Context: an optimization exercise on an open-source flow, tuned for small area. The choices shown serve that exercise and are no tape-out recipe.
Function was checked by simulation only, so behaviour that the tests miss may differ from the original.
No activity file was given, so power comes from the tool's default toggle rates.

`design/flow/flow/run.sh`:
```
#!/bin/bash
# The standard layout (standard.sh, unchanged synthesis), with two
# layout settings changed through the ORFS environment:
#  - the port buffers use the smallest buffer cell (sky130_fd_sc_hd__buf_1);
#  - the clock tree uses clkbuf_16 buffers and no dummy loads.
# make's full output goes to standard.log; ORFS keeps each step's log
# under orfs/logs.
set -o pipefail
export BUFFER_PORTS_ARGS="-buffer_cell sky130_fd_sc_hd__buf_1"
export CTS_ARGS="-sink_clustering_enable -repair_clock_nets -dont_use_dummy_load -buf_list sky130_fd_sc_hd__clkbuf_16 "
bash standard.sh > standard.log 2>&1
```
`design/flow/standard.sh`:
```
#!/bin/bash
# synth_recipe.tcl (not shown) runs the flow's synth.tcl, then flattens the netlist and writes it again
# the make line also repeats each setting of config.mk as NAME=value (left out here)
make -C /OpenROAD-flow-scripts/flow DESIGN_CONFIG=/design/flow/config.mk WORK_HOME=/design/flow/orfs CLKGATE_MAP_FILE= SYNTH_SCRIPT=/design/flow/synth_recipe.tcl "${@:-finish}"
```
`design/flow/config.mk`:
```
export PLATFORM = sky130hd
export DESIGN_NAME = ict_seq
export DESIGN_NICKNAME = ict_seq
export VERILOG_FILES = /design/flow/design.v
export SDC_FILE = /design/flow/constraint.sdc
export NUM_CORES = 4
export LEC_CHECK = 0
export CAP_MARGIN = 20
export CORE_MARGIN = 2
export CORE_UTILIZATION = 30
export PLACE_DENSITY = 0.6
export SLEW_MARGIN = 20
```
`design/flow/constraint.sdc`:
```
create_clock -name core_clock -period 10.0 [get_ports {clk}]
set_input_delay 2.0000 -clock core_clock [delete_from_list [all_inputs] [get_ports {clk}]]
set_output_delay 2.0000 -clock core_clock [all_outputs]
set_load 0.01 [all_outputs]
```
`design/flow/design.v`:
```
module ict_seq (
    input  wire        clk,
    input  wire        rst,
    input  wire        cmd_valid,
    output wire        cmd_ready,
    input  wire [2:0]  cmd_op,
    input  wire [23:0] cmd_addr,
    input  wire [15:0] cmd_len,
    input  wire [3:0]  cmd_step,
    input  wire        cmd_wide,
    input  wire        cmd_big,
    input  wire [31:0] cmd_seed,
    input  wire [15:0] cmd_mask,
    input  wire [31:0] cmd_crc,
    output wire        bus_req_valid,
    input  wire        bus_req_ready,
    output wire        bus_req_we,
    output wire [23:0] bus_req_addr,
    output wire [15:0] bus_req_wdata,
    output wire        bus_req_wide,
    input  wire        bus_rsp_valid,
    input  wire [15:0] bus_rsp_rdata,
    output wire        res_valid,
    output wire [1:0]  res_code,
    output wire [31:0] res_value,
    output wire [23:0] res_addr,
    output wire [15:0] res_exp,
    output wire [15:0] res_act,
    output wire [1:0]  res_pass
);
    localparam OP_ROMCRC   = 3'd0;
    localparam OP_ROMCHK   = 3'd1;
    localparam OP_RAMMARCH = 3'd3;
    localparam OP_RAMADDR  = 3'd4;
    localparam OP_RAMFILL  = 3'd5;
    localparam [31:0] LCG_C = 32'd1013904223;
    localparam [31:0] POLY  = 32'hEDB88320;
    localparam S_IDLE  = 4'd0;    
    localparam S_RES   = 4'd1;    
    localparam S_BEGIN = 4'd2;    
    localparam S_WNEXT = 4'd3;    
    localparam S_REQ   = 4'd4;    
    localparam S_WAIT  = 4'd5;    
    localparam S_AGO   = 4'd6;    
    localparam S_PADV  = 4'd7;    
    localparam S_RSTRT = 4'd8;    
    localparam S_GEN   = 4'd9;    
    localparam S_ADV   = 4'd10;   
    localparam S_CMP   = 4'd11;   
    localparam S_ADEC  = 4'd12;   
    localparam S_ASTEP = 4'd13;   
    localparam S_ABACK = 4'd14;   
    reg [3:0]  state;
    reg [2:0]  op;
    reg [15:0] len;        
    reg [3:0]  step;
    reg        wide;
    reg        big;
    reg [15:0] mask;       
    reg [31:0] r1;         
    reg [31:0] r2;         
    reg [11:0] acc;        
    reg [23:0] addr;       
    reg [15:0] cnt;        
    reg [4:0]  bc;         
    reg        sp;         
    reg [4:0]  ei;         
    reg [4:0]  tj;         
    reg [1:0]  ph;         
    reg        fl;         
    reg        cy;         
    reg        bw;         
    wire [4:0] idx    = {bc[4] ^ sp, bc[3:0]};    
    wire win      = state[3];
    wire last     = (idx == 5'd31);
    wire l16      = (bc[3:0] == 4'd15);           
    wire l32      = (bc == 5'd31);                
    wire is_march = (op == OP_RAMMARCH);
    wire is_addr  = (op == OP_RAMADDR);
    wire is_crc   = (op == OP_ROMCRC) || (op == OP_ROMCHK);
    wire is_fill  = (op == OP_RAMFILL);
    wire accept   = cmd_valid && cmd_ready;
    wire [15:0] wmask = wide ? 16'hFFFF : 16'h00FF;
    wire [15:0] cmask = mask & wmask;
    wire [4:0]  stride = wide ? {step, 1'b0} : {1'b0, step};
    wire [15:0] pat  = (r2[31:16] ^ {16{ph[1]}}) & wmask;
    wire        hit  = (ei == tj);
    wire [15:0] expv = is_march ? pat : (hit ? mask : 16'd0);
    wire        bad  = |((bus_rsp_rdata ^ expv) & cmask);
    wire        fail = (state == S_WAIT) && bus_rsp_valid && (is_march || is_addr) && bad;
    wire        we = is_fill || (is_march && !ph[0]) || (is_addr && ph != 2'd2);
    assign cmd_ready     = (state == S_IDLE) || (state == S_RES);
    assign bus_req_valid = (state == S_REQ);
    assign bus_req_we    = we;
    assign bus_req_addr  = addr;
    assign bus_req_wide  = wide;
    assign bus_req_wdata = is_addr ? ((ph == 2'd1) ? cmask : 16'd0) : pat;
    assign res_valid = (state == S_RES) || fail;
    assign res_code  = {op == 3'd7, fail || (op == OP_ROMCHK && fl)};
    assign res_value = r2;
    assign res_addr  = addr;
    assign res_exp   = expv & cmask;
    assign res_act   = bus_rsp_rdata & cmask;
    assign res_pass  = {ph[1], ~ph[1]};
    wire [4:0]  kk     = (ei == 5'd0) ? 5'd0 : ei - 5'd1;
    wire [5:0]  sd     = {1'b0, idx} - {1'b0, kk} - {5'd0, wide};
    wire        y_str  = (sd[5:2] == 4'd0) && step[sd[1:0]];
    wire        n_bit  = !idx[4] && len[0];
    reg         a_en, a_sub, a_mul;
    always @(*) begin
        a_en = 1'b0; a_sub = 1'b0; a_mul = 1'b0;
        case (state)
        S_RSTRT: begin a_en = (ph != 2'd0); a_sub = 1'b1; a_mul = 1'b1; end
        S_CMP:   begin a_en = 1'b1; a_sub = 1'b1; a_mul = 1'b1; end
        S_ADV:   a_en = 1'b1;
        S_ASTEP: a_en = 1'b1;
        S_ABACK: begin a_en = (ei != 5'd0); a_sub = 1'b1; end
        default: ;
        endcase
    end
    wire        lp     = tj[0];
    wire        lcg_on = (state == S_GEN) || (state == S_ADV && is_march);
    wire [11:0] lcg_f  = lp ? 12'd479 : 12'd3475;
    wire        lcg_c  = lcg_on && lp && LCG_C[idx];
    wire [11:0] m_k    = lcg_on ? lcg_f : {7'd0, stride};
    wire        m_x    = lcg_on ? r2[0] : n_bit;
    wire [12:0] m_t    = {1'b0, acc} + (m_x ? {1'b0, m_k} : 13'd0) + {12'd0, lcg_c};
    wire        a_y   = (a_mul ? m_t[0] : y_str) ^ a_sub;
    wire        a_ci  = (idx == 5'd0) ? a_sub : cy;
    wire        a_s   = addr[0] ^ a_y ^ a_ci;
    wire        a_co  = (addr[0] & a_y) | (addr[0] & a_ci) | (a_y & a_ci);
    wire        a_shift = a_en && (idx < 5'd24);
    wire        crc_d  = mask[{idx[3] ^ (big & wide), idx[2:0]}];
    wire        crc_g  = r2[0] ^ crc_d;
    wire        crc_on = (state == S_ADV) && is_crc && !idx[4] && (wide || !idx[3]);
    wire        d_src = (state == S_RSTRT || state == S_ADEC) ? len[0] : cnt[0];
    wire        d_dec = (state == S_ADV || state == S_ADEC);
    wire        d_bi  = (idx == 5'd0) ? 1'b1 : bw;
    wire        d_on  = (state == S_RSTRT || state == S_ADEC || state == S_ADV) && !idx[4];
    wire        d_clr = (state == S_ASTEP) && (bc[3:0] == ei[3:0]);
    wire        d_out = d_clr ? 1'b0 : !d_on ? cnt[0] : d_dec ? (d_src ^ d_bi) : d_src;
    always @(posedge clk) begin
        acc <= !win || last ? 12'd0 : m_t[12:1];
        cy  <= a_co;
        bw  <= d_bi & ~d_src;
        len <= accept ? cmd_len : {len[0], len[15:1]};
        r1  <= accept ? ((cmd_op == OP_ROMCHK) ? cmd_crc : cmd_seed) : {r1[0], r1[31:1]};
        bc  <= accept ? 5'd0 : bc + 5'd1;
        cnt <= {d_out, cnt[15:1]};
        if (accept) addr <= cmd_addr;
        else if (a_shift) addr <= {a_s, addr[23:1]};
    end
    always @(posedge clk) begin
        if (state == S_RSTRT)
            r2 <= {(is_march & r1[0]) | (is_fill & r1[16]), r2[31:1]};
        else if (lcg_on)
            r2 <= {m_t[0], r2[31:1]};
        else if (crc_on)
            r2 <= {crc_g, r2[31:1] ^ (POLY[30:0] & {31{~crc_g}})};
        else if (state == S_CMP)
            r2 <= {r2[0], r2[31:1]};
        if (!win && l16) sp <= !bc[4];
        case (state)
        S_IDLE, S_RES: begin
            state <= S_IDLE;
            if (cmd_valid) begin
                op    <= cmd_op;
                step  <= cmd_step;
                wide  <= cmd_wide;
                big   <= cmd_big;
                mask  <= cmd_mask;
                ph    <= 2'd0;
                ei    <= 5'd0;
                tj    <= 5'd0;
                fl    <= 1'b0;
                state <= S_BEGIN;
            end
        end
        S_BEGIN: begin
            if (op == 3'd7) state <= S_RES;
            else if (is_addr) begin
                if (len == 16'd0) state <= S_RES;
                else if (l16) state <= S_ADEC;
            end else if (l32) state <= S_RSTRT;
        end
        S_RSTRT: if (last) state <= is_march ? S_GEN : S_WNEXT;
        S_GEN, S_ADV: begin
            if (lcg_on) begin
                if (last) begin
                    tj[0] <= !lp;
                    state <= lp ? S_WNEXT : S_GEN;
                end
            end else if (idx == 5'd23) state <= S_WNEXT;
        end
        S_WNEXT: begin
            if (cnt != 16'd0) state <= S_REQ;
            else if (is_march && ph != 2'd3) begin
                if (l32) begin
                    ph    <= ph + 2'd1;
                    state <= S_RSTRT;
                end
            end else if (op == OP_ROMCHK) begin
                if (l32) state <= S_CMP;
            end else state <= S_RES;
        end
        S_REQ: begin
            if (bus_req_ready) begin
                if (!we) state <= S_WAIT;
                else if (!is_addr) state <= S_PADV;
                else begin
                    case (ph)
                    2'd1:    begin ph <= 2'd2; state <= S_PADV; end
                    2'd3:    begin ph <= 2'd1; tj <= tj + 5'd1; state <= S_AGO; end
                    default: begin fl <= 1'b1; state <= S_AGO; end
                    endcase
                end
            end
        end
        S_WAIT: begin
            if (is_crc) mask <= bus_rsp_rdata;    
            if (bus_rsp_valid) begin
                if (fail) state <= S_IDLE;
                else if (is_addr) begin
                    fl    <= 1'b1;
                    state <= S_AGO;
                end else state <= S_PADV;
            end
        end
        S_PADV: if (l16) state <= is_addr ? S_ABACK : S_ADV;
        S_CMP: begin
            if (r2[0] != r1[0]) fl <= 1'b1;
            if (last) state <= S_RES;
        end
        S_ADEC: if (last) state <= S_AGO;
        S_AGO: begin
            if (ph[0]) begin
                if (hit) state <= S_REQ;
                else if (cnt == 16'd0) state <= S_RES;
                else if (l16) state <= S_ASTEP;
            end else if (!fl) begin
                state <= S_REQ;                 
            end else if (l16) begin
                if (cnt == 16'd0) begin
                    ph    <= ph + 2'd1;         
                    state <= S_ABACK;
                end else begin
                    state <= S_ASTEP;
                end
            end
        end
        S_ASTEP: begin
            if (last) begin
                ei    <= ei + 5'd1;
                fl    <= 1'b0;
                state <= S_AGO;
            end
        end
        S_ABACK: begin
            if (last) begin
                ei    <= 5'd0;
                fl    <= 1'b0;
                state <= S_ADEC;
            end
        end
        default: state <= S_IDLE;
        endcase
        if (rst) state <= S_IDLE;
    end
endmodule
```
==> results of run 1 <==
-- worst max-delay path by stage --
stage,end,cells after the start,from
2_1_floorplan,res_code[0],7,bus_rsp_rdata[14]
3_3_place_gp,res_valid,9,bus_rsp_rdata[14]
3_5_place_dp,res_valid,9,bus_rsp_rdata[14]
4_1_cts,res_code[0],6,state[0]
5_1_grt,res_valid,6,state[0]
6_report,res_valid,6,state[0]
-- synth_stat cells, types with 4 or more instances --
library cell    n  area, um2
o221ai_1        6       52.6
and3_1         12       75.1
buf_4          28        210
a21oi_1        36        180
buf_1           9       33.8
a211oi_1        5       37.5
inv_1          51        191
ha_1           32        400
nor2b_1        11       68.8
nand3b_1        7       52.6
clkbuf_1       34        128
mux4_1          4        105
a31oi_1         7       43.8
o2111ai_1       4       35.0
mux2i_1        41        410
mux2_2         19        214
and2_1         15       93.8
o21ai_0        63        315
nand2b_1       18        113
xor2_1         33        289
o31ai_1         9       67.6
nor2_1         66        248
nor3_1         13       65.1
nand4_1         7       43.8
a2111oi_0       6       52.6
fa_1            5        100
o21bai_1        5       37.5
xnor2_1        36        315
nand2_1       211        792
buf_2           6       30.0
dfxtp_1        87       1740
or2_2           5       31.3
nand3_1        28        140
a21o_1          5       37.5
o22ai_1        13       81.3
nor4_1         11       68.8
buf_6           4       45.0
nor3b_1         5       37.5
edfxtp_1       95       2850
-- metal layers --
metal / track usage / vias to the layer above / part of all wire
met5: 0 / - / 0
met4: 0.0772 / 0 / 0.035
met3: 0.0430 / 61 / 0.078
met2: 0.304 / 464 / 0.45
met1: 0.240 / 4143 / 0.43
li1: - / 4324 / -
-- kinds of logic after synthesis --
| group | after synthesis | share of synthesized area |
|---|---|---|
| flops | 182 | 0.442 |
| xor+xnor | 69 | 0.0582 |
| compound gates | 197 | 0.125 |
| buf+inv | 136 | 0.0654 |
| fa+ha+maj | 37 | 0.0482 |
| mux | 66 | 0.0745 |
| simple gates | 423 | 0.187 |
-- power by group through the flow --
stage               clock network (mW)  registers, mW  logic, mW
floorplan                            0          0.954      0.400
global placement                     0          0.999      0.523
detailed placement                   0           1.00      0.526
CTS                              0.574          0.987      0.528
global route                     0.599          0.999      0.591
finish                           0.557          0.988      0.524
-- state kept, by name, indices dropped and copies added (netlist names), 3 cells and up --
register,flops
r1,32
r2,32
addr,24
cnt,16
len,16
mask,16
acc,12
bc,5
ei,5
tj,5
state,4
step,4
op,3
-- critical path: stages (launching register included) --
cell      delay [ns]
dfxtp_1         0.91
nor2b_1         0.43
nor2b_2         0.92
nand2_1         0.26
o311ai_1        0.97
a21o_1          0.17
buf_1           0.21
-- area by class of cell --
| type | count | area share |
|---|---|---|
| clock buffers | 17 | 0.0353 |
| flip-flops and latches | 182 | 0.381 |
| inverters | 53 | 0.0165 |
| repair buffers | 294 | 0.0940 |
| well taps | 455 | 0.0472 |
| multi-input cells | 792 | 0.426 |
| diodes | 2 | 0.000415 |
==> qor.yml, run 1 <==
status: "complete, no violations"
core_um2: 34300
drc: 0
min-delay-path-class: "reg -> reg"
die_h_um: 190
arrival_ns: 4.29
insertion_delay_ns: 0.45
ys_seq_area_frac: 0.442
grt_pass1_wl_um: 51100
gp_congestion: 0.891
boundaryPins: 287
num_vias: 8992
instances_no_fill: 1795
synth.distinct_cells: 72
switching_share: 0.326
setup_ws_ns: 3.71
fillCellCount: 3640
fin_worst_skew_ns: 0.0417
hold_ws_ns: 0.339
post_dp_cell_area_um2: 11600
grt_max_degree: 104
die-width_um: 190
ant_nets: 0
syn_area_um2: 10400
cts_made_buffers: 17
rows: 68
cts_tree: "built"
worst_pin_slew_ns: 1.07
die-area_um2: 36100
path_clk_slew_ns: 0.06
ys_warn_count: 1
r2r.worst_path.cells: 14
drv_cap: 0
postLayoutCellArea_um2: 12100
power_density_nw_per_um2: 171
synthCells: 1110
p_total_mw: 2.07
hp-start: "cnt[14]"
cts-root-buf: "clkbuf_16"
drtPass1Iterations: 5
grt_pass1_vias: 8594
multi_input_area_um2: 5140
most-common-layout-cells: "286 x buf_1, 209 x nand2_1, 95 x edfxtp_1"
synthArstFlopShare: 0
wl_um: 34100
r2r-end: "addr[23]"
hold_buffers: 0
postCtsSetupRepairBufs: 0
seqPwrFrac: 0.477
rsz0062_at_grt: "no"
grt_overflow: 0
internal-power_mw: 1.39
layout.nets: 1527
end_kind: "output port"
post-route-period-util: 0.629
syn_nets: 1297
synth_flop_cell: "edfxtp_1"
layout_commonest_cell: "buf_1"
grtUsageTotal: 0.187
power.clock.fraction: 0.269
dp.cells: 1776
start_util: 0.303
cp_max_fo: 27
drt_iter0_markers: 717
vdd_drop_max_v: 0.000125
cts_sinks: 182
synth_area_per_cell_um2: 9.36
dp_hpwl_um: 26400
io_buffers: 286
wl_per_cell_um: 19.0
crit_required_ns: 8.00
post_cts_resized: 0
setup_tns_ns: 0
min_path_cells: 0
areaGrowthSynthToFinish_pct: 16.1
yosys_register_bits: 182
final_util: 0.352
fin_crit_ns: 6.29
power.leakage_nw: 4.55
ctsLongestPathBuffers: 2
min_to: "cnt[13]"
power_switching_mw: 0.674
antenna_found_initial: 2
seq_area_um2: 4590
worstReg2RegStart: "ei[0]"
htree_levels: 4
drive_above_1_share: 0.0433
hold_violations: 0
via_per_inst: 5.01
slew_headroom: 0.273
dp_slack_ns: 3.94
path_class: "reg -> out"
p_comb_frac: 0.253
slew_violations: 0
startpoint_type: "register"
fmaxAchievable_mhz: 159
setup_viol: 0
r2r_setup_slack_ns: 5.13
synth-edff-count: 95
==> inputs of run 2 (changes only) <==
==> design/flow/flow/run.sh (replaced) <==
#!/bin/bash
# The standard layout (standard.sh, unchanged synthesis), with two
# layout settings changed through the ORFS environment:
#  - the port buffers use the smallest buffer cell (sky130_fd_sc_hd__buf_1);
#  - the clock tree uses clkbuf_8 buffers and no dummy loads.
# make's full output goes to standard.log; ORFS keeps each step's log
# under orfs/logs.
set -o pipefail
export BUFFER_PORTS_ARGS="-buffer_cell sky130_fd_sc_hd__buf_1"
export CTS_ARGS="-sink_clustering_enable -repair_clock_nets -dont_use_dummy_load -buf_list sky130_fd_sc_hd__clkbuf_8 -sink_clustering_size 10"
bash standard.sh > standard.log 2>&1
--- a/design/flow/config.mk
+++ b/design/flow/config.mk
@@ -5,8 +5,8 @@
 export SDC_FILE = /design/flow/constraint.sdc
 export NUM_CORES = 4
 export LEC_CHECK = 0
-export CAP_MARGIN = 20
+export CAP_MARGIN = 0
 export CORE_MARGIN = 2
 export CORE_UTILIZATION = 30
 export PLACE_DENSITY = 0.6
-export SLEW_MARGIN = 20
+export SLEW_MARGIN = 0
==> run 2 against run 1 <==
Register-to-register slack about the same. Highest routed layer unchanged. Via count up 0.22%. Core utilization down 0.57 points. Still clean. Wire length down 0.27%. Maximum frequency about the same. Final cell count unchanged.
==> qor.yml, run 2 <==
status: "complete, no violations"
synth_common_cells: "211 x nand2_1, 95 x edfxtp_1, 87 x dfxtp_1, 66 x nor2_1, 63 x o21ai_0"
crit_required_ns: 8.00
power_density_nw_per_um2: 160
grt_max_degree: 104
ys_seq_area_frac: 0.442
fmaxAchievable_mhz: 159
die_h_um: 190
top_layer_used: "met4"
ctsLongestPathBuffers: 2
worstReg2RegStart: "ei[0]"
grt_pass1_wl_um: 51200
crit_start: "state[0]"
hold_ws_ns: 0.335
postCtsSetupRepairBufs: 0
synth.most_common_cell: "nand2_1"
slew_headroom: 0.274
hp-start: "cnt[3]"
wl_met1_um: 14700
power.clock.fraction: 0.206
antenna_found_initial: 2
power_switching_mw: 0.654
syn_nets: 1297
min-delay-path-class: "reg -> reg"
end_kind: "output port"
vdd_drop_max_v: 0.0000835
path_clk_slew_ns: 0.08
top_regs: "r1 (32), r2 (32), addr (24)"
io_buffers: 286
htree_levels: 4
rows: 68
r2r.worst_path.cells: 14
drc: 0
synthArstFlopShare: 0
most-common-layout-cells: "286 x buf_1, 210 x nand2_1, 95 x edfxtp_1"
fin_worst_skew_ns: 0.0601
r2r-end: "addr[23]"
ys_warn_count: 1
wl_per_cell_um: 18.9
insertion_delay_ns: 0.49
final_util: 0.346
grtUsageTotal: 0.187
wl_um: 34000
synth-edff-count: 95
post-route-period-util: 0.629
drive_above_1_share: 0.0426
seqPwrFrac: 0.519
grt_overflow: 0
power.leakage_nw: 4.46
setup_viol: 0
fillCellCount: 3666
setup_tns_ns: 0
path_class: "reg -> out"
switching_share: 0.344
ant_nets: 0
drtPass1Iterations: 5
grt_pass1_vias: 8605
boundaryPins: 287
gp_congestion: 0.891
layout.nets: 1527
synth_flop_cell: "edfxtp_1"
via_per_inst: 5.02
drt_iter0_markers: 717
layout_commonest_cell: "buf_1"
cts_tree: "built"
cp_max_fo: 27
arrival_ns: 4.29
synth_area_leaders: "edfxtp_1 27%, dfxtp_1 17%, nand2_1 7.6%"
yosysTopAreaCellShare: 0.275
slew_violations: 0
cts_made_buffers: 17
cts-root-buf: "clkbuf_8"
yosys_register_bits: 182
synthCells: 1110
rsz0062_at_grt: "no"
syn_area_um2: 10400
wl_met2_um: 15400
cts_sinks: 182
met3_length_um: 2680
internal-power_mw: 1.25
start_util: 0.303
worstSetupEndpoint: "res_valid"
num_vias: 9012
synth_area_per_cell_um2: 9.36
dp_hpwl_um: 26400
post_cts_resized: 0
die-width_um: 190
drv_cap: 0
hold_violations: 0
areaGrowthSynthToFinish_pct: 14.2
hold_buffers: 0
fin_crit_ns: 6.29
core_um2: 34300
r2r_setup_slack_ns: 5.14
die-area_um2: 36100
worst_pin_slew_ns: 1.08
p_comb_frac: 0.275
startpoint_type: "register"
synth.largest_area_cell: "edfxtp_1"
synth.distinct_cells: 72
run 2: critical path, cell delays in order, from the launching register on:
cell      delay (ns)
dfxtp_1         0.92
nor2b_1         0.43
nor2b_2         0.92
nand2_1         0.26
o311ai_1        0.94
a21o_1          0.17
buf_1           0.21
run 2: cell type report:
class	count	area, um2	area share
well taps	455	569	0.0480
flip-flops and latches	182	4590	0.387
multi-input cells	792	5130	0.433
repair buffers	294	1130	0.0955
diodes	2	5.00	0.000422
inverters	53	199	0.0168
clock buffers	17	234	0.0197
run 2: cells by family (layout without fill, tap and decap cells):
kind of cell | count (synthesis) | in the layout | synth area share
AOI/OAI and AO/OA | 197 | 197 | 0.125
xor gates and xnor gates | 69 | 69 | 0.0582
adders and majority gates | 37 | 37 | 0.0482
buffers and inverters | 136 | 364 | 0.0654
DFF | 182 | 182 | 0.442
muxes | 66 | 66 | 0.0745
other | 0 | 2 | 0
and+or+nand+nor | 423 | 423 | 0.187
run 2: how the worst min path moves through the flow:
stage                     endpoint  slack, ns  cells past startpoint
after global routing        cnt[2]       0.35                      0
final                       cnt[2]       0.34                      0
after CTS                   cnt[2]       0.33                      0
after floorplan            cnt[14]       0.33                      0
after global placement      cnt[1]       0.33                      0
after detailed placement    cnt[9]       0.34                      0
run 2: power groups by stage:
stage / Clock (mW) / Sequential, mW / Combinational [mW]
floorplan: 0 / 0.954 / 0.400
global placement: 0 / 0.999 / 0.523
detailed placement: 0 / 1.00 / 0.526
CTS: 0.410 / 0.986 / 0.528
global route: 0.435 / 0.999 / 0.591
finish: 0.391 / 0.987 / 0.524
run 2: layer usage:
| layer | track usage | vias up |
|---|---|---|
| li1 | - | 4324 |
| met1 | 0.240 | 4136 |
| met2 | 0.304 | 486 |
| met3 | 0.0410 | 66 |
| met4 | 0.0790 | 0 |
| met5 | 0 | - |
run 2: through the flow:
| step | cell area, um2 | power [mW] | setup slack (ns) | std cells |
|---|---|---|---|---|
| after floorplan | 10400 | 1.35 | 4.58 | 1110 |
| after global placement | 11600 | 1.52 | 3.86 | 1776 |
| after detailed placement | 11600 | 1.53 | 3.94 | 1776 |
| after CTS | 11900 | 1.92 | 3.62 | 1793 |
| after global routing | 11900 | 2.02 | 3.38 | 1793 |
| final | 11900 | 1.90 | 3.71 | 1795 |
==> inputs of run 3 (changes only) <==
--- a/design/flow/design.v
+++ b/design/flow/design.v
@@ -33,7 +33,8 @@
     localparam OP_RAMMARCH = 3'd3;
     localparam OP_RAMADDR  = 3'd4;
     localparam OP_RAMFILL  = 3'd5;
-    localparam [31:0] LCG_C = 32'd1013904223;
+    localparam [31:0] LCG_C  = 32'd1013904223;
+    localparam [31:0] LCG_C2 = 32'd3282727597;
     localparam [31:0] POLY  = 32'hEDB88320;
     localparam S_IDLE  = 4'd0;    
     localparam S_RES   = 4'd1;    
@@ -83,8 +84,9 @@
     wire [15:0] wmask = wide ? 16'hFFFF : 16'h00FF;
     wire [15:0] cmask = mask & wmask;
     wire [4:0]  stride = wide ? {step, 1'b0} : {1'b0, step};
-    wire [15:0] pat  = (r2[31:16] ^ {16{ph[1]}}) & wmask;
+    wire [15:0] pat  = r2[31:16] & wmask;
     wire        hit  = (ei == tj);
+    wire [4:0]  inc  = ((state == S_ASTEP) ? ei : tj) + 5'd1;
     wire [15:0] expv = is_march ? pat : (hit ? mask : 16'd0);
     wire        bad  = |((bus_rsp_rdata ^ expv) & cmask);
     wire        fail = (state == S_WAIT) && bus_rsp_valid && (is_march || is_addr) && bad;
@@ -102,8 +104,8 @@
     assign res_exp   = expv & cmask;
     assign res_act   = bus_rsp_rdata & cmask;
     assign res_pass  = {ph[1], ~ph[1]};
-    wire [4:0]  kk     = (ei == 5'd0) ? 5'd0 : ei - 5'd1;
-    wire [5:0]  sd     = {1'b0, idx} - {1'b0, kk} - {5'd0, wide};
+    wire [3:0]  kk     = ei[4] ? 4'd0 : ei[3:0];
+    wire [5:0]  sd     = {1'b0, idx} - {2'd0, kk} - {5'd0, wide};
     wire        y_str  = (sd[5:2] == 4'd0) && step[sd[1:0]];
     wire        n_bit  = !idx[4] && len[0];
     reg         a_en, a_sub, a_mul;
@@ -114,14 +116,14 @@
         S_CMP:   begin a_en = 1'b1; a_sub = 1'b1; a_mul = 1'b1; end
         S_ADV:   a_en = 1'b1;
         S_ASTEP: a_en = 1'b1;
-        S_ABACK: begin a_en = (ei != 5'd0); a_sub = 1'b1; end
+        S_ABACK: begin a_en = !ei[4]; a_sub = 1'b1; end
         default: ;
         endcase
     end
-    wire        lp     = tj[0];
+    wire        lp     = !tj[0];
     wire        lcg_on = (state == S_GEN) || (state == S_ADV && is_march);
     wire [11:0] lcg_f  = lp ? 12'd479 : 12'd3475;
-    wire        lcg_c  = lcg_on && lp && LCG_C[idx];
+    wire        lcg_c  = lcg_on && lp && (ph[1] ? LCG_C2[idx] : LCG_C[idx]);
     wire [11:0] m_k    = lcg_on ? lcg_f : {7'd0, stride};
     wire        m_x    = lcg_on ? r2[0] : n_bit;
     wire [12:0] m_t    = {1'b0, acc} + (m_x ? {1'b0, m_k} : 13'd0) + {12'd0, lcg_c};
@@ -133,10 +135,12 @@
     wire        crc_d  = mask[{idx[3] ^ (big & wide), idx[2:0]}];
     wire        crc_g  = r2[0] ^ crc_d;
     wire        crc_on = (state == S_ADV) && is_crc && !idx[4] && (wide || !idx[3]);
-    wire        d_src = (state == S_RSTRT || state == S_ADEC) ? len[0] : cnt[0];
-    wire        d_dec = (state == S_ADV || state == S_ADEC);
-    wire        d_bi  = (idx == 5'd0) ? 1'b1 : bw;
-    wire        d_on  = (state == S_RSTRT || state == S_ADEC || state == S_ADV) && !idx[4];
+    wire        adec  = (state == S_ADEC);
+    wire        d_src = (state == S_RSTRT) ? len[0] : adec ? len[1] : cnt[0];
+    wire        d_dec = (state == S_ADV) || adec;
+    wire        d_bi  = (idx == (adec ? 5'd15 : 5'd0)) ? 1'b1 : bw;
+    wire        d_on  = adec ? (idx[4] ^ (idx[3:0] == 4'd15)) :
+                        (state == S_RSTRT || state == S_ADV) && !idx[4];
     wire        d_clr = (state == S_ASTEP) && (bc[3:0] == ei[3:0]);
     wire        d_out = d_clr ? 1'b0 : !d_on ? cnt[0] : d_dec ? (d_src ^ d_bi) : d_src;
     always @(posedge clk) begin
@@ -152,7 +156,7 @@
     end
     always @(posedge clk) begin
         if (state == S_RSTRT)
-            r2 <= {(is_march & r1[0]) | (is_fill & r1[16]), r2[31:1]};
+            r2 <= {(is_march & (r1[0] ^ ph[1])) | (is_fill & r1[16]), r2[31:1]};
         else if (lcg_on)
             r2 <= {m_t[0], r2[31:1]};
         else if (crc_on)
@@ -170,8 +174,8 @@
                 big   <= cmd_big;
                 mask  <= cmd_mask;
                 ph    <= 2'd0;
-                ei    <= 5'd0;
-                tj    <= 5'd0;
+                ei    <= 5'd31;
+                tj    <= 5'd31;
                 fl    <= 1'b0;
                 state <= S_BEGIN;
             end
@@ -187,7 +191,7 @@
         S_GEN, S_ADV: begin
             if (lcg_on) begin
                 if (last) begin
-                    tj[0] <= !lp;
+                    tj[0] <= !tj[0];
                     state <= lp ? S_WNEXT : S_GEN;
                 end
             end else if (idx == 5'd23) state <= S_WNEXT;
@@ -210,7 +214,7 @@
                 else begin
                     case (ph)
                     2'd1:    begin ph <= 2'd2; state <= S_PADV; end
-                    2'd3:    begin ph <= 2'd1; tj <= tj + 5'd1; state <= S_AGO; end
+                    2'd3:    begin ph <= 2'd1; tj <= inc; state <= S_AGO; end
                     default: begin fl <= 1'b1; state <= S_AGO; end
                     endcase
                 end
@@ -250,14 +254,14 @@
         end
         S_ASTEP: begin
             if (last) begin
-                ei    <= ei + 5'd1;
+                ei    <= inc;
                 fl    <= 1'b0;
                 state <= S_AGO;
             end
         end
         S_ABACK: begin
             if (last) begin
-                ei    <= 5'd0;
+                ei    <= 5'd31;
                 fl    <= 1'b0;
                 state <= S_ADEC;
             end
--- a/design/flow/config.mk
+++ b/design/flow/config.mk
@@ -5,6 +5,7 @@
 export SDC_FILE = /design/flow/constraint.sdc
 export NUM_CORES = 4
 export LEC_CHECK = 0
+export ABC_AREA = 1
 export CAP_MARGIN = 0
 export CORE_MARGIN = 2
 export CORE_UTILIZATION = 30
==> run 3 against run 2 <==
Maximum frequency up 16%. Core utilization up 0.15 points. Wire length down 0.49%. Worst hold slack better by 0.0087 ns. First-iteration DRC count down 7.7%. Die area up 1.3%. Total power up 0.65%. Clock-buffer cell count unchanged. Critical endpoint is now res_code[0].
==> qor.yml, run 3 <==
synth_area_per_cell_um2: 7.78
cts_tree: "built"
layout_commonest_cell: "nand2_1"
io_buffers: 286
rsz0062_at_grt: "no"
wl_um: 33800
gp_congestion: 0.949
arrival_ns: 3.41
min_to: "cnt[13]"
worst_pin_slew_ns: 1.02
fmaxAchievable_mhz: 185
post_cts_resized: 0
synthCells: 1353
p_comb_frac: 0.287
grtUsageTotal: 0.185
rows: 68
cts_made_buffers: 17
hp-start: "cnt[14]"
synth_area_leaders: "edfxtp_1 27%, dfxtp_1 17%, nand2_1 12%"
areaGrowthSynthToFinish_pct: 14.1
postCtsSetupRepairBufs: 0
yosys_register_bits: 182
grt_pass1_wl_um: 51700
internal-power_mw: 1.23
synth_flop_cell: "edfxtp_1"
fin_crit_ns: 5.41
dp_hpwl_um: 25900
end_kind: "output port"
grt_pass1_vias: 9262
antenna_found_initial: 1
synth-edff-count: 95
syn_area_um2: 10500
status: "complete, no violations"
grt_max_degree: 96
worstReg2RegStart: "bc[0]"
seq_area_um2: 4590
core_um2: 34500
die-area_um2: 36600
htree_levels: 4
syn_nets: 1536
ctsLongestPathBuffers: 2
drt_iter0_markers: 662
post-route-period-util: 0.541
ant_nets: 0
synth_common_cells: "328 x nand2_1, 183 x inv_1, 120 x o21ai_0, 103 x nor2_1, 95 x edfxtp_1"
synth.most_common_cell: "nand2_1"
dp_slack_ns: 4.61
cts-root-buf: "clkbuf_8"
multi_input_area_um2: 4730
r2r-end: "acc[11]"
layout.nets: 1774
synth.largest_area_cell: "edfxtp_1"
setup_viol: 0
synth.distinct_cells: 62
startpoint_type: "input port"
cts_sinks: 182
setup_ws_ns: 4.59
drive_above_1_share: 0.0491
p_total_mw: 1.91
most-common-layout-cells: "328 x nand2_1, 286 x buf_1, 182 x inv_1"
fillCellCount: 3761
power_switching_mw: 0.684
hold_buffers: 0
hold_violations: 0
vdd_drop_max_v: 0.0000919
path_clk_slew_ns: 0.12
num_vias: 9816
yosysTopAreaCellShare: 0.271
slew_headroom: 0.320
ys_warn_count: 1
boundaryPins: 287
drc: 0
drtPass1Iterations: 5
cp_max_fo: 5
min-delay-path-class: "reg -> reg"
die_h_um: 191
antenna_cells: 0
drv_cap: 0
fin_worst_skew_ns: 0.0556
ys_seq_area_frac: 0.436
top_regs: "r1 (32), r2 (32), addr (24)"
switching_share: 0.357
insertion_delay_ns: 0.50
r2r_setup_slack_ns: 5.29
min_path_cells: 0
setup_tns_ns: 0
power_density_nw_per_um2: 159
via_per_inst: 4.80
grt_overflow: 0
die-width_um: 191
slew_violations: 0
power.leakage_nw: 5.20
path_class: "in -> out"
r2r.worst_path.cells: 20
power.clock.fraction: 0.206
wl_per_cell_um: 16.5
crit_required_ns: 8.00
synthArstFlopShare: 0
start_util: 0.305
seqPwrFrac: 0.507
run 3: changes by cell type after synthesis, sizes merged, moves of 17 or more:
cell    delta
a21oi     +57
xnor2     -29
nor2      +43
o21ai     +62
mux2      -18
inv      +148
mux2i     -41
nand3     +38
nand2b    -17
nand2    +125
run 3: layer usage:
metal / track usage / vias to the layer above / share of wire / wire [um]
met4: 0.0556 / 2 / 0.016 / 548
met2: 0.312 / 480 / 0.46 / 15600
met1: 0.237 / 4432 / 0.43 / 14700
met3: 0.0391 / 33 / 0.087 / 2960
met5: 0 / - / 0.00038 / 13
li1: - / 4869 / - / -
run 3: cell type report:
type                    instances  area share
clock buffers                  17      0.0195
inverters                     200      0.0625
multi-input cells             896       0.394
flip-flops and latches        182       0.383
well taps                     455      0.0474
repair buffers                294      0.0944
run 3: logic make-up after synthesis:
family | share of synthesized area
simple gates | 0.244
buf+inv | 0.116
compound gates | 0.137
flops | 0.436
fa+ha+maj | 0.0428
xor+xnor | 0.0239
mux | 0.00107
run 3: power groups by stage:
| stage | clock (mW) | sequential [mW] | combinational (mW) |
|---|---|---|---|
| 3_5_place_dp | 0 | 0.988 | 0.553 |
| 4_1_cts | 0.416 | 0.973 | 0.555 |
| 2_1_floorplan | 0 | 0.960 | 0.402 |
| 6_report | 0.395 | 0.971 | 0.549 |
| 3_3_place_gp | 0 | 0.986 | 0.549 |
| 5_1_grt | 0.439 | 0.985 | 0.626 |
run 3: worst max-delay path by stage:
stage	slack (ns)	to	cells past startpoint	start
after global routing	4.40	res_code[0]	11	op[2]
after floorplan	5.25	res_code[0]	8	bus_rsp_rdata[6]
after CTS	4.61	res_code[0]	10	bus_rsp_rdata[11]
after detailed placement	4.61	res_code[0]	10	bus_rsp_rdata[11]
after global placement	4.62	res_valid	10	bus_rsp_rdata[11]
final	4.59	res_code[0]	10	bus_rsp_rdata[11]
run 3: metrics by stage:
step / util / cells / area [um2] / hold slack [ns]
global placement: 0.341 / 2027 / 11800 / 0.335
global route: 0.348 / 2044 / 12000 / 0.351
finish: 0.348 / 2044 / 12000 / 0.344
detailed placement: 0.341 / 2027 / 11800 / 0.343
CTS: 0.348 / 2044 / 12000 / 0.338
floorplan: - / 1353 / 10500 / 0.331
run 3: worst max-delay path, cell delays in order:
cell	delay [ns]
buf_1	0.10
inv_1	0.09
nand3_1	0.08
nand3b_1	0.09
nand2_1	0.06
nor2_1	0.18
nand2_1	0.13
o21ai_2	0.36
o21ai_0	0.17
buf_1	0.16
==> inputs of run 4 (changes only) <==
--- a/design/flow/config.mk
+++ b/design/flow/config.mk
@@ -5,7 +5,6 @@
 export SDC_FILE = /design/flow/constraint.sdc
 export NUM_CORES = 4
 export LEC_CHECK = 0
-export ABC_AREA = 1
 export CAP_MARGIN = 0
 export CORE_MARGIN = 2
 export CORE_UTILIZATION = 30
==> run 4 against run 3 <==
Die area decreased by 2.1%. Final cell count shrank 11%. Worst hold slack worse by 0.020 ns. Synthesized cell count down 16%. Still clean on timing, DRC and antenna. Clock power down 3%. Largest cell class unchanged. Global-route usage is 0.57 points lower. Largest power group unchanged. Clock skew shrank 0.0033 ns. Synthesized area decreased by 2.2%. Critical path type unchanged.
==> qor.yml, run 4 <==
end_kind: "output port"
synth_fa_ha_area_frac: 0.0437
fmaxAchievable_mhz: 157
ant_nets: 0
synth.distinct_cells: 73
cts_made_buffers: 17
synth-edff-count: 95
start_util: 0.306
ctsLongestPathBuffers: 2
dp_slack_ns: 3.61
r2r_setup_slack_ns: 5.58
postCtsSetupRepairBufs: 0
min_to: "cnt[11]"
synth_area_per_cell_um2: 9.08
vdd_drop_max_v: 0.000168
grt_overflow: 0
layout_commonest_cell: "buf_1"
path_clk_slew_ns: 0.11
drc: 0
htree_levels: 4
wl_um: 32400
die-area_um2: 35800
synth_common_cells: "259 x nand2_1, 95 x edfxtp_1, 87 x dfxtp_1, 58 x o21ai_0, 56 x nor2_1"
boundaryPins: 287
r2r.worst_path.cells: 17
insertion_delay_ns: 0.47
cts-root-buf: "clkbuf_8"
min-delay-path-class: "reg -> reg"
setup_tns_ns: 0
cts_sinks: 182
muxShareOfSynthArea: 0.0743
grt_max_degree: 64
yosys.area_share.simple: 0.199
fin_worst_skew_ns: 0.0523
startpoint_type: "input port"
setup_ws_ns: 3.63
synthArstFlopShare: 0
slew_headroom: 0.285
ys_warn_count: 1
drv_cap: 0
synth.largest_area_cell: "edfxtp_1"
post-route-period-util: 0.637
most-common-layout-cells: "286 x buf_1, 258 x nand2_1, 95 x edfxtp_1"
slew_violations: 0
hold_violations: 0
hp-start: "cnt[12]"
hold_buffers: 0
areaGrowthSynthToFinish_pct: 15.2
path_class: "in -> out"
status: "complete, no violations"
antenna_cells: 0
die_h_um: 189
synth.most_common_cell: "nand2_1"
min_path_cells: 0
yosysTopAreaCellShare: 0.277
core_um2: 33700
rsz0062_at_grt: "no"
synth_top_family_by_area: "simple AND/OR/NAND/NOR gates"
synth_area_leaders: "edfxtp_1 28%, dfxtp_1 17%, nand2_1 9.4%"
rows: 67
synthCells: 1134
ys_seq_area_frac: 0.446
die-width_um: 189
hold_ws_ns: 0.324
num_vias: 9103
power_density_nw_per_um2: 247
worstReg2RegStart: "bc[0]"
via_per_inst: 5.02
cts_tree: "built"
drtPass1Iterations: 7
p_total_mw: 2.93
fin_crit_ns: 6.37
arrival_ns: 4.37
grt_pass1_wl_um: 49400
wl_per_cell_um: 17.9
top_regs: "r1 (32), r2 (32), addr (24)"
fillCellCount: 3553
yosys_register_bits: 182
post_cts_resized: 0
antenna_found_initial: 0
layout.nets: 1552
crit_required_ns: 8.00
final_util: 0.352
synth_xor_area_frac: 0.0459
io_buffers: 286
gp_congestion: 0.901
cp_max_fo: 5
syn_area_um2: 10300
drive_above_1_share: 0.0475
r2r-end: "acc[9]"
grt_pass1_vias: 8550
setup_viol: 0
grtUsageTotal: 0.179
worst_pin_slew_ns: 1.07
power.leakage_nw: 4.44
dp_hpwl_um: 24900
synth_compound_area_frac: 0.134
drt_iter0_markers: 703
synth_flop_cell: "edfxtp_1"
syn_nets: 1317
==> run 4: changes by cell type after synthesis, moves of 15 or more <==
| cell | previous run | this run |
|---|---|---|
| mux2i_1 | 0 | 45 |
| o21ai_0 | 120 | 58 |
| inv_1 | 183 | 46 |
| mux2_2 | 1 | 16 |
| nor2_1 | 103 | 56 |
| o31ai_1 | 18 | 2 |
| nand2_1 | 328 | 259 |
| xnor2_1 | 5 | 21 |
| clkbuf_1 | 26 | 45 |
| a21oi_1 | 92 | 42 |
| nor2b_1 | 0 | 17 |
| nor3_1 | 8 | 25 |
| nand3_1 | 66 | 38 |
==> run 4: report_power, final <==
part | internal [mW] | leakage, nW | switching [mW]
logic | 0.443 | 2.73 | 0.806
clock network | 0.151 | 0.122 | 0.234
registers | 1.08 | 1.59 | 0.223
==> run 4: worst max path at each step <==
stage / depth (start not counted) / end / slack (ns) / from
after global placement: 9 / res_valid / 3.63 / bus_rsp_rdata[4]
after global routing: 9 / res_valid / 3.45 / bus_rsp_rdata[4]
after floorplan: 7 / res_code[0] / 4.23 / bus_rsp_rdata[2]
after detailed placement: 9 / res_valid / 3.61 / bus_rsp_rdata[4]
final: 9 / res_valid / 3.63 / bus_rsp_rdata[4]
after CTS: 9 / res_valid / 3.62 / bus_rsp_rdata[4]
==> run 4: routing by layer <==
layer,routed length (um),share of wire,global-route usage
met5,0,0,0
met4,824,0.025,0.0593
met3,2540,0.078,0.0410
met2,14700,0.45,0.284
met1,14300,0.44,0.242
==> run 4: cell families (layout without fill, tap and decap cells) <==
kind of cell	after synthesis	after routing
AOI/OAI and AO/OA	208	208
and+or+nand+nor	459	459
buffers and inverters	131	364
xor gates and xnor gates	54	54
DFF	182	182
adders and majority gates	33	33
muxes	67	67
==> run 4: area by class of cell <==
cell class | count | area, um2 | share of cell area
tap | 448 | 561 | 0.0472
sequential | 182 | 4590 | 0.387
clock buffer | 17 | 234 | 0.0197
inverter | 49 | 184 | 0.0155
multi-input combinational | 821 | 5130 | 0.433
timing repair buffer | 298 | 1160 | 0.0980
==> run 4: metrics by stage <==
| stage | instance area (um2) | cells |
|---|---|---|
| detailed placement | 11600 | 1798 |
| floorplan | 10300 | 1134 |
| global placement | 11600 | 1798 |
| CTS | 11900 | 1815 |
| finish | 11900 | 1815 |
| global route | 11900 | 1815 |
==> run 4: critical path, stage by stage <==
cell,delay [ns]
buf_1,0.14
a222oi_1,0.34
or4b_1,0.53
nor3_1,0.22
o21ai_1,0.12
a2111oi_4,0.48
nor3_2,0.17
a21o_1,0.23
buf_1,0.14
==> inputs of run 5 (changes only) <==
--- a/design/flow/flow/run.sh
+++ b/design/flow/flow/run.sh
@@ -7,5 +7,5 @@
 # under orfs/logs.
 set -o pipefail
 export BUFFER_PORTS_ARGS="-buffer_cell sky130_fd_sc_hd__buf_1"
-export CTS_ARGS="-sink_clustering_enable -repair_clock_nets -dont_use_dummy_load -buf_list sky130_fd_sc_hd__clkbuf_8 -sink_clustering_size 10"
+export CTS_ARGS="-sink_clustering_enable -repair_clock_nets -dont_use_dummy_load -buf_list sky130_fd_sc_hd__clkbuf_8 "
 bash standard.sh > standard.log 2>&1
--- a/design/flow/config.mk
+++ b/design/flow/config.mk
@@ -8,5 +8,5 @@
 export CAP_MARGIN = 0
 export CORE_MARGIN = 2
 export CORE_UTILIZATION = 30
-export PLACE_DENSITY = 0.6
+export PLACE_DENSITY = 0.45
 export SLEW_MARGIN = 0
==> run 5 against run 4 <==
Clock power increased by 3%. Final cell count increased by 0.17%. Clock skew decreased by 0.0065 ns. Global-route usage increased by 0.25 points. Sequential power about the same. Register-to-register slack got worse by 0.12 ns. Sequential share of layout area about the same. Design area increased by 0.11%. Critical path type unchanged. Critical endpoint is now res_code[0]. Largest cell class unchanged. Highest routed layer unchanged.
==> qor.yml, run 5 <==
status: "complete, no violations"
cp_max_fo: 5
synth_area_per_cell_um2: 9.08
boundaryPins: 287
fmaxAchievable_mhz: 159
synth_area_leaders: "edfxtp_1 28%, dfxtp_1 17%, nand2_1 9.4%"
slew_headroom: 0.260
fin_worst_skew_ns: 0.0458
synth.distinct_cells: 73
start_util: 0.306
ctsLongestPathBuffers: 2
drt_iter0_markers: 636
hold_violations: 0
power.leakage_nw: 4.45
synth_common_cells: "259 x nand2_1, 95 x edfxtp_1, 87 x dfxtp_1, 58 x o21ai_0, 56 x nor2_1"
arrival_ns: 4.30
top_regs: "r1 (32), r2 (32), addr (24)"
die-area_um2: 35800
fin_crit_ns: 6.30
postCtsSetupRepairBufs: 0
cts-root-buf: "clkbuf_8"
cts_sinks: 182
core_um2: 33700
worstReg2RegStart: "state[3]"
grt_pass1_vias: 8356
p_total_mw: 2.95
yosysTopAreaCellShare: 0.277
fillCellCount: 3537
rows: 67
path_clk_slew_ns: 0.10
wl_um: 32900
cts_tree: "built"
path_class: "in -> out"
max_stage_delay_ns: 0.53
dp.cells: 1800
grt_overflow: 0
die-width_um: 189
crit_top_cell: "buf_1"
setup_tns_ns: 0
dp_hpwl_um: 25100
synthArstFlopShare: 0
insertion_delay_ns: 0.49
cpLargestDelayFamily: "compound AO/OA/AOI/OAI gates"
ys_warn_count: 1
crit_start: "bus_rsp_rdata[4]"
power_density_nw_per_um2: 248
drc: 0
min-delay-path-class: "reg -> reg"
htree_levels: 4
cts_made_buffers: 17
synth_flop_cell: "edfxtp_1"
ys_seq_area_frac: 0.446
antenna_found_initial: 1
setup_ws_ns: 3.70
drtPass1Iterations: 6
syn_nets: 1317
synth-edff-count: 95
end_kind: "output port"
num_vias: 9019
crit_slowest_cell: "or4b_1"
startpoint_type: "input port"
most-common-layout-cells: "286 x buf_1, 258 x nand2_1, 95 x edfxtp_1"
io_buffers: 286
worst-path-buf-inv: 2
crit_chain: "buf_1 -> a222oi_1 -> or4b_1 -> nor3_1 -> o21ai_1 -> a2111oi_4 -> nor3_2 -> a31o_1 -> buf_1"
grt_max_degree: 73
areaGrowthSynthToFinish_pct: 15.4
synthCells: 1134
setup_viol: 0
ant_nets: 0
layout.nets: 1554
hold_buffers: 0
post_dp_cell_area_um2: 11600
die_h_um: 189
wl_per_cell_um: 18.1
layout_commonest_cell: "buf_1"
synth.most_common_cell: "nand2_1"
drv_cap: 0
hp-start: "cnt[5]"
yosys_register_bits: 182
slew_violations: 0
worst_pin_slew_ns: 1.11
grt_pass1_wl_um: 49900
drive_above_1_share: 0.0482
gp_congestion: 0.862
post_cts_resized: 0
vdd_drop_max_v: 0.000114
grtUsageTotal: 0.182
crit_required_ns: 8.00
post-route-period-util: 0.630
dp_slack_ns: 3.70
postLayoutCellArea_um2: 11900
rsz0062_at_grt: "no"
via_per_inst: 4.96
instances_no_fill: 1818
synth.largest_area_cell: "edfxtp_1"
syn_area_um2: 10300
-- run 5: cell counts after synthesis --
Identical to the previous run, type by type.
-- run 5: cell families after synthesis --
| kind of cell | Yosys count | share of synthesized area |
|---|---|---|
| flip-flops | 182 | 0.446 |
| AND/OR/NAND/NOR | 459 | 0.199 |
| adder cells (fa/ha/maj) | 33 | 0.0437 |
| buffers and inverters | 131 | 0.0577 |
| XOR/XNOR | 54 | 0.0459 |
| multiplexers | 67 | 0.0743 |
| AO/OA/AOI/OAI | 208 | 0.134 |
-- run 5: metal layers --
layer  track usage  wire [um]  vias to the layer above
met3        0.0411       2350                       44
met5             0          0                        -
met2         0.277      14700                      371
met1         0.253      15000                     4191
met4        0.0638        866                        0
li1              -          -                     4413
-- run 5: power by group --
part	total, mW	switching, mW	leakage, nW	internal (mW)
Clock	0.394	0.243	0.122	0.151
Combinational	1.27	0.820	2.74	0.446
Sequential	1.29	0.212	1.59	1.08
Total	2.95	1.27	4.45	1.67
-- run 5: worst paths after layout --
kind	to	slack, ns	cells after the start
min	cnt[4]	0.35	0
max reg2reg	acc[9]	5.46	17
max	res_code[0]	3.70	9
min reg2reg	cnt[4]	0.35	0
-- run 5: metrics by stage --
stage	utilization	hold WS, ns
6_report	0.353	0.351
5_1_grt	0.353	0.360
4_1_cts	0.353	0.350
3_5_place_dp	0.346	0.339
3_3_place_gp	0.346	0.337
2_1_floorplan	-	0.331
-- run 5: area by class of cell --
cell class,instances,area [um2],area share
multi-input cells,821,5130,0.432
flip-flops and latches,182,4590,0.387
repair buffers,300,1180,0.0992
well taps,448,561,0.0472
clock buffers,17,234,0.0197
inverters,49,184,0.0155
diodes,1,2.50,0.000211
-- run 5: worst register-to-register path, cell delays in order, from the launching register on --
cell and delay, ns:
dfxtp_1 0.66, buf_4 0.32, inv_1 0.18, nor2_1 0.36, nand2_1 0.22, inv_1 0.16, nand2_1 0.16, inv_1 0.20
nor2_1 0.08, fa_1 0.43, fa_1 0.43, nor2b_1 0.18, o21a_1 0.15, o21ai_0 0.13, a21oi_1 0.25, o211ai_1 0.14
a21boi_0 0.23, mux2i_1 0.19
==> inputs of run 6 (changes only) <==
--- a/design/flow/config.mk
+++ b/design/flow/config.mk
@@ -8,5 +8,7 @@
 export CAP_MARGIN = 0
 export CORE_MARGIN = 2
 export CORE_UTILIZATION = 30
-export PLACE_DENSITY = 0.45
+export GPL_ROUTABILITY_DRIVEN = 0
+export GPL_TIMING_DRIVEN = 0
+export PLACE_DENSITY = 0.8
 export SLEW_MARGIN = 0
==> run 6 against run 5 <==
Setup slack worse by 0.25 ns. Register-to-register slack lost 0.40 ns. Highest routed layer is now met5. Total power is 4.0% higher. Largest power group is now combinational logic. Still clean. Critical endpoint unchanged. Sequential share of layout area is 0.92 points lower. Worst hold slack lost 0.0018 ns. Maximum frequency down 3.8%.
==> qor.yml, run 6 <==
antenna_cells: 0
dp.cells: 1868
max_stage_delay_ns: 0.55
multi_input_area_um2: 5120
grt_pass1_wl_um: 51500
synthCells: 1134
yosys_register_bits: 182
grt_max_degree: 33
layout.nets: 1622
io_buffers: 286
p_total_mw: 3.07
syn_area_um2: 10300
most-common-layout-cells: "291 x buf_1, 259 x nand2_1, 95 x edfxtp_1"
hold_buffers: 0
end_kind: "output port"
dp_hpwl_um: 26000
startpoint_type: "input port"
crit_top_cell: "buf_1"
top_regs: "r1 (32), r2 (32), addr (24)"
hold_ws_ns: 0.349
slew_headroom: 0.137
setup_ws_ns: 3.45
status: "complete, no violations"
cp_max_fo: 5
areaGrowthSynthToFinish_pct: 18.2
antenna_found_initial: 1
die-area_um2: 35800
htree_levels: 4
cts_made_buffers: 17
yosysTopAreaCellShare: 0.277
wl_per_cell_um: 17.7
synth.largest_area_cell: "edfxtp_1"
fillCellCount: 3439
arrival_ns: 4.55
hold_violations: 0
crit_chain: "buf_1 -> a222oi_1 -> or4b_1 -> nor3_1 -> o21ai_1 -> a2111oi_4 -> nor3_2 -> a31o_1 -> buf_1"
synth_area_leaders: "edfxtp_1 28%, dfxtp_1 17%, nand2_1 9.4%"
cts-root-buf: "clkbuf_8"
post_cts_resized: 0
cts_sinks: 182
grtUsageTotal: 0.184
syn_nets: 1317
post_dp_cell_area_um2: 11900
synth_flop_cell: "edfxtp_1"
via_per_inst: 5.21
rsz0062_at_grt: "no"
synthArstFlopShare: 0
postLayoutCellArea_um2: 12200
fin_worst_skew_ns: 0.0334
drtPass1Iterations: 9
setup_viol: 0
num_vias: 9830
dp_slack_ns: 3.47
cts_tree: "built"
power_density_nw_per_um2: 252
wl_um: 33400
synth.most_common_cell: "nand2_1"
synth_common_cells: "259 x nand2_1, 95 x edfxtp_1, 87 x dfxtp_1, 58 x o21ai_0, 56 x nor2_1"
worst_pin_slew_ns: 1.30
vdd_drop_max_v: 0.000202
postCtsSetupRepairBufs: 0
core_um2: 33700
rows: 67
slew_violations: 0
fin_crit_ns: 6.55
crit_required_ns: 8.00
synth-edff-count: 95
drt_iter0_markers: 991
path_class: "in -> out"
drv_cap: 0
instances_no_fill: 1885
die-width_um: 189
die_h_um: 189
ys_warn_count: 1
drc: 0
setup_tns_ns: 0
post-route-period-util: 0.655
boundaryPins: 287
seq_area_um2: 4590
insertion_delay_ns: 0.49
layout_commonest_cell: "buf_1"
grt_pass1_vias: 9636
min-delay-path-class: "reg -> reg"
power.leakage_nw: 4.58
synth_area_per_cell_um2: 9.08
r2r.worst_path.cells: 14
fmaxAchievable_mhz: 153
ctsLongestPathBuffers: 2
min_path_cells: 0
grt_overflow: 0
final_util: 0.361
drive_above_1_share: 0.0564
path_clk_slew_ns: 0.09
crit_slowest_cell: "or4b_1"
synth.distinct_cells: 73
ant_nets: 0
start_util: 0.306
ys_seq_area_frac: 0.446
## run 6: cell families after synthesis
family | count (synthesis) | share of synthesized area
simple gates | 459 | 0.199
compound gates | 208 | 0.134
flops | 182 | 0.446
buf+inv | 131 | 0.0577
mux | 67 | 0.0743
xor+xnor | 54 | 0.0459
fa+ha+maj | 33 | 0.0437
## run 6: cell type report
cell class,instances,share of cell area
Multi-Input combinational cell,821,0.420
Buffer,82,0.0337
Timing Repair Buffer,286,0.0882
Clock buffer,17,0.0192
Sequential cell,182,0.377
Inverter,49,0.0151
Tap cell,448,0.0460
## run 6: path summary, 6_finish.rpt
path | startpoint | slack (ns) | end
min | cnt[15] | 0.35 | cnt[14]
max | bus_rsp_rdata[4] | 3.45 | res_code[0]
min reg2reg | cnt[15] | 0.35 | cnt[14]
max reg2reg | wide | 5.06 | addr[23]
## run 6: layer usage
metal | wire [um] | GRT usage | part of all wire | up-vias
met3 | 3250 | 0.0450 | 0.097 | 125
met2 | 15700 | 0.308 | 0.47 | 629
met1 | 12800 | 0.220 | 0.38 | 4522
met5 | 13 | 0 | 0.00039 | -
met4 | 1610 | 0.0945 | 0.048 | 2
li1 | - | - | - | 4552
## run 6: critical path: cells and delay by family
| kind | cells | cell delay, ns |
|---|---|---|
| and+or+nand+nor | 3 | 0.99 |
| buffers and inverters | 2 | 0.31 |
| AOI/OAI and AO/OA | 4 | 1.25 |
## run 6: where the power goes
part	internal [mW]	switching, mW
clock	0.151	0.245
combinational	0.509	0.885
sequential	1.08	0.200
==> inputs of run 7 (changes only) <==
==> design/flow/flow/run.sh (replaced) <==
#!/bin/bash
# The standard layout (standard.sh, unchanged synthesis), with two
# layout settings changed through the ORFS environment:
#  - the port buffers use the smallest buffer cell (sky130_fd_sc_hd__buf_1);
#  - the clock tree uses clkbuf_16 buffers and no dummy loads.
# make's full output goes to standard.log; ORFS keeps each step's log
# under orfs/logs.
set -o pipefail
export BUFFER_PORTS_ARGS="-buffer_cell sky130_fd_sc_hd__buf_1"
export CTS_ARGS="-sink_clustering_enable -repair_clock_nets -dont_use_dummy_load -buf_list sky130_fd_sc_hd__clkbuf_16 -sink_clustering_size 40"
bash standard.sh > standard.log 2>&1
--- a/design/flow/config.mk
+++ b/design/flow/config.mk
@@ -8,7 +8,5 @@
 export CAP_MARGIN = 0
 export CORE_MARGIN = 2
 export CORE_UTILIZATION = 30
-export GPL_ROUTABILITY_DRIVEN = 0
-export GPL_TIMING_DRIVEN = 0
-export PLACE_DENSITY = 0.8
+export PLACE_DENSITY = 0.6
 export SLEW_MARGIN = 0
==> run 7 against run 6 <==
Sequential cell count unchanged. Via count decreased by 6.5%. Worst hold slack worse by 0.016 ns. Core utilization shrank 0.33 points. Critical path type unchanged. Critical endpoint is now res_valid. Largest cell class unchanged. Highest routed layer is now met4.
==> qor.yml, run 7 <==
fin_crit_ns: 6.39
seq_area_um2: 4590
die-area_um2: 35800
antenna_found_initial: 0
die_h_um: 189
syn_area_um2: 10300
num_vias: 9188
synthCells: 1134
max_stage_delay_ns: 0.54
cp_max_fo: 5
grt_max_degree: 64
postCtsSetupRepairBufs: 0
cts_tree: "built"
p_total_mw: 3.10
synth_common_cells: "259 x nand2_1, 95 x edfxtp_1, 87 x dfxtp_1, 58 x o21ai_0, 56 x nor2_1"
fillCellCount: 3536
synth_area_leaders: "edfxtp_1 28%, dfxtp_1 17%, nand2_1 9.4%"
grt_overflow: 0
drv_cap: 0
synthArstFlopShare: 0
drive_above_1_share: 0.0475
slew_violations: 0
ys_seq_area_frac: 0.446
power.leakage_nw: 4.53
post_cts_resized: 0
slew_headroom: 0.297
rsz0062_at_grt: "no"
path_class: "in -> out"
min_path_cells: 0
ant_nets: 0
cts_made_buffers: 17
top_regs: "r1 (32), r2 (32), addr (24)"
drt_iter0_markers: 692
drc: 0
synth.distinct_cells: 73
r2r_setup_slack_ns: 5.60
worst_pin_slew_ns: 1.05
min-delay-path-class: "reg -> reg"
yosysTopAreaCellShare: 0.277
vdd_drop_max_v: 0.000182
cts_sinks: 182
power_density_nw_per_um2: 257
worst-path-stages: 9
synth.largest_area_cell: "edfxtp_1"
most-common-layout-cells: "286 x buf_1, 258 x nand2_1, 95 x edfxtp_1"
syn_nets: 1317
gp_congestion: 0.901
wl_um: 32600
die-width_um: 189
insertion_delay_ns: 0.44
grt_pass1_vias: 8605
wl_per_cell_um: 18.0
end_kind: "output port"
startpoint_type: "input port"
synth-edff-count: 95
start_util: 0.306
grtUsageTotal: 0.180
htree_levels: 4
setup_tns_ns: 0
worst-path-buf-inv: 2
setup_viol: 0
ys_warn_count: 1
fmaxAchievable_mhz: 156
drtPass1Iterations: 5
rows: 67
antenna_cells: 0
hold_buffers: 0
layout_commonest_cell: "buf_1"
synth_area_per_cell_um2: 9.08
path_clk_slew_ns: 0.08
grt_pass1_wl_um: 49600
cpLargestDelayFamily: "compound AO/OA/AOI/OAI gates"
post-route-period-util: 0.639
core_um2: 33700
status: "complete, no violations"
multi_input_area_um2: 5130
synth.most_common_cell: "nand2_1"
synth_flop_cell: "edfxtp_1"
r2r.worst_path.cells: 17
boundaryPins: 287
arrival_ns: 4.39
via_per_inst: 5.06
areaGrowthSynthToFinish_pct: 17.1
ctsLongestPathBuffers: 2
yosys_register_bits: 182
dp_hpwl_um: 24900
crit_top_cell: "buf_1"
cts-root-buf: "clkbuf_16"
crit_slowest_cell: "or4b_1"
crit_chain: "buf_1 -> a222oi_1 -> or4b_1 -> nor3_1 -> o21ai_1 -> a2111oi_4 -> nor3_2 -> a21o_1 -> buf_1"
fin_worst_skew_ns: 0.0280
hold_violations: 0
io_buffers: 286
layout.nets: 1552
crit_required_ns: 8.00
-- run 7: worst paths after layout --
check	to	startpoint
worst max-delay path	res_valid	bus_rsp_rdata[4]
worst min register to register	cnt[11]	cnt[12]
worst min-delay path	cnt[11]	cnt[12]
worst max register to register	acc[9]	bc[0]
-- run 7: cells by family (layout without fill, tap and decap cells) --
group,count (synthesis),count (layout),share of synthesized area
AND/OR/NAND/NOR,459,459,0.199
AO/OA/AOI/OAI,208,208,0.134
flip-flops,182,182,0.446
buffers and inverters,131,364,0.0577
multiplexers,67,67,0.0743
XOR/XNOR,54,54,0.0459
adder cells (fa/ha/maj),33,33,0.0437
-- run 7: area by class of cell --
type | instances | area share
Clock buffer | 17 | 0.0353
Timing Repair Buffer | 298 | 0.0965
Sequential cell | 182 | 0.381
Inverter | 49 | 0.0152
Tap cell | 448 | 0.0465
Multi-Input combinational cell | 821 | 0.426
-- run 7: metal layers --
metal  vias up  routed length [um]  global-route usage
li1       4422                   -                   -
met1      4310               14300               0.241
met2       402               14800               0.284
met3        54                2610              0.0415
met4         0                 886              0.0674
met5         -                   0                   0
-- run 7: report_power, final --
| part | internal [mW] | switching (mW) | total [mW] |
|---|---|---|---|
| combinational | 0.443 | 0.809 | 1.25 |
| sequential | 1.08 | 0.223 | 1.30 |
| clock | 0.295 | 0.256 | 0.552 |
| total | 1.82 | 1.29 | 3.10 |
-- run 7: through the flow --
stage | setup WS, ns | hold slack, ns | cells | util | instance area (um2)
2_1_floorplan | 4.23 | 0.331 | 1134 | - | 10300
3_3_place_gp | 3.63 | 0.335 | 1798 | 0.345 | 11600
3_5_place_dp | 3.61 | 0.337 | 1798 | 0.345 | 11600
4_1_cts | 3.62 | 0.334 | 1815 | 0.358 | 12100
5_1_grt | 3.45 | 0.348 | 1815 | 0.358 | 12100
6_report | 3.61 | 0.333 | 1815 | 0.358 | 12100

[what the ideal ports hide]
In the flow no input, the clock included, has a driving cell. The finished layouts below were timed again as built, in two steps.
Step 1, drivers: a clkbuf_16 drives clk and a buf_2 each remaining input, both assumed.
Step 2 times the ports against the registers' clock, not the clock port: input delays grow and output delays shrink by t, the midpoint of the rising clock arrivals with the driver on.
Slacks: ideal / step 1 / step 2; pairs: ideal / step 1.
run | shift t [ns] | setup slack, ns | hold WS [ns] | worst setup path after step 2 | worst register clock-pin slew, ns
run 1 | 0.484 | 3.706 / 3.653 / 3.881 | 0.339 / 0.339 / 0.339 | input to output | 0.08 / 0.08
run 2 | 0.514 | 3.706 / 3.657 / 3.885 | 0.335 / 0.335 / 0.335 | input to output | 0.12 / 0.12
run 3 | 0.522 | 4.595 / 4.547 / 4.547 | 0.344 / 0.344 / 0.344 | input to output | 0.12 / 0.12
run 4 | 0.497 | 3.630 / 3.606 / 3.606 | 0.324 / 0.324 / 0.324 | input to output | 0.11 / 0.11
run 5 | 0.516 | 3.699 / 3.676 / 3.676 | 0.351 / 0.351 / 0.351 | input to output | 0.12 / 0.12
run 6 | 0.522 | 3.448 / 3.426 / 3.426 | 0.349 / 0.349 / 0.349 | input to output | 0.11 / 0.11
run 7 | 0.477 | 3.605 / 3.582 / 3.582 | 0.333 / 0.333 / 0.333 | input to output | 0.08 / 0.08
After both steps every run listed still meets setup and hold. For run 3, which loses most, drivers alone change the setup slack by -0.048 ns; drivers and shift together by -0.048 ns.
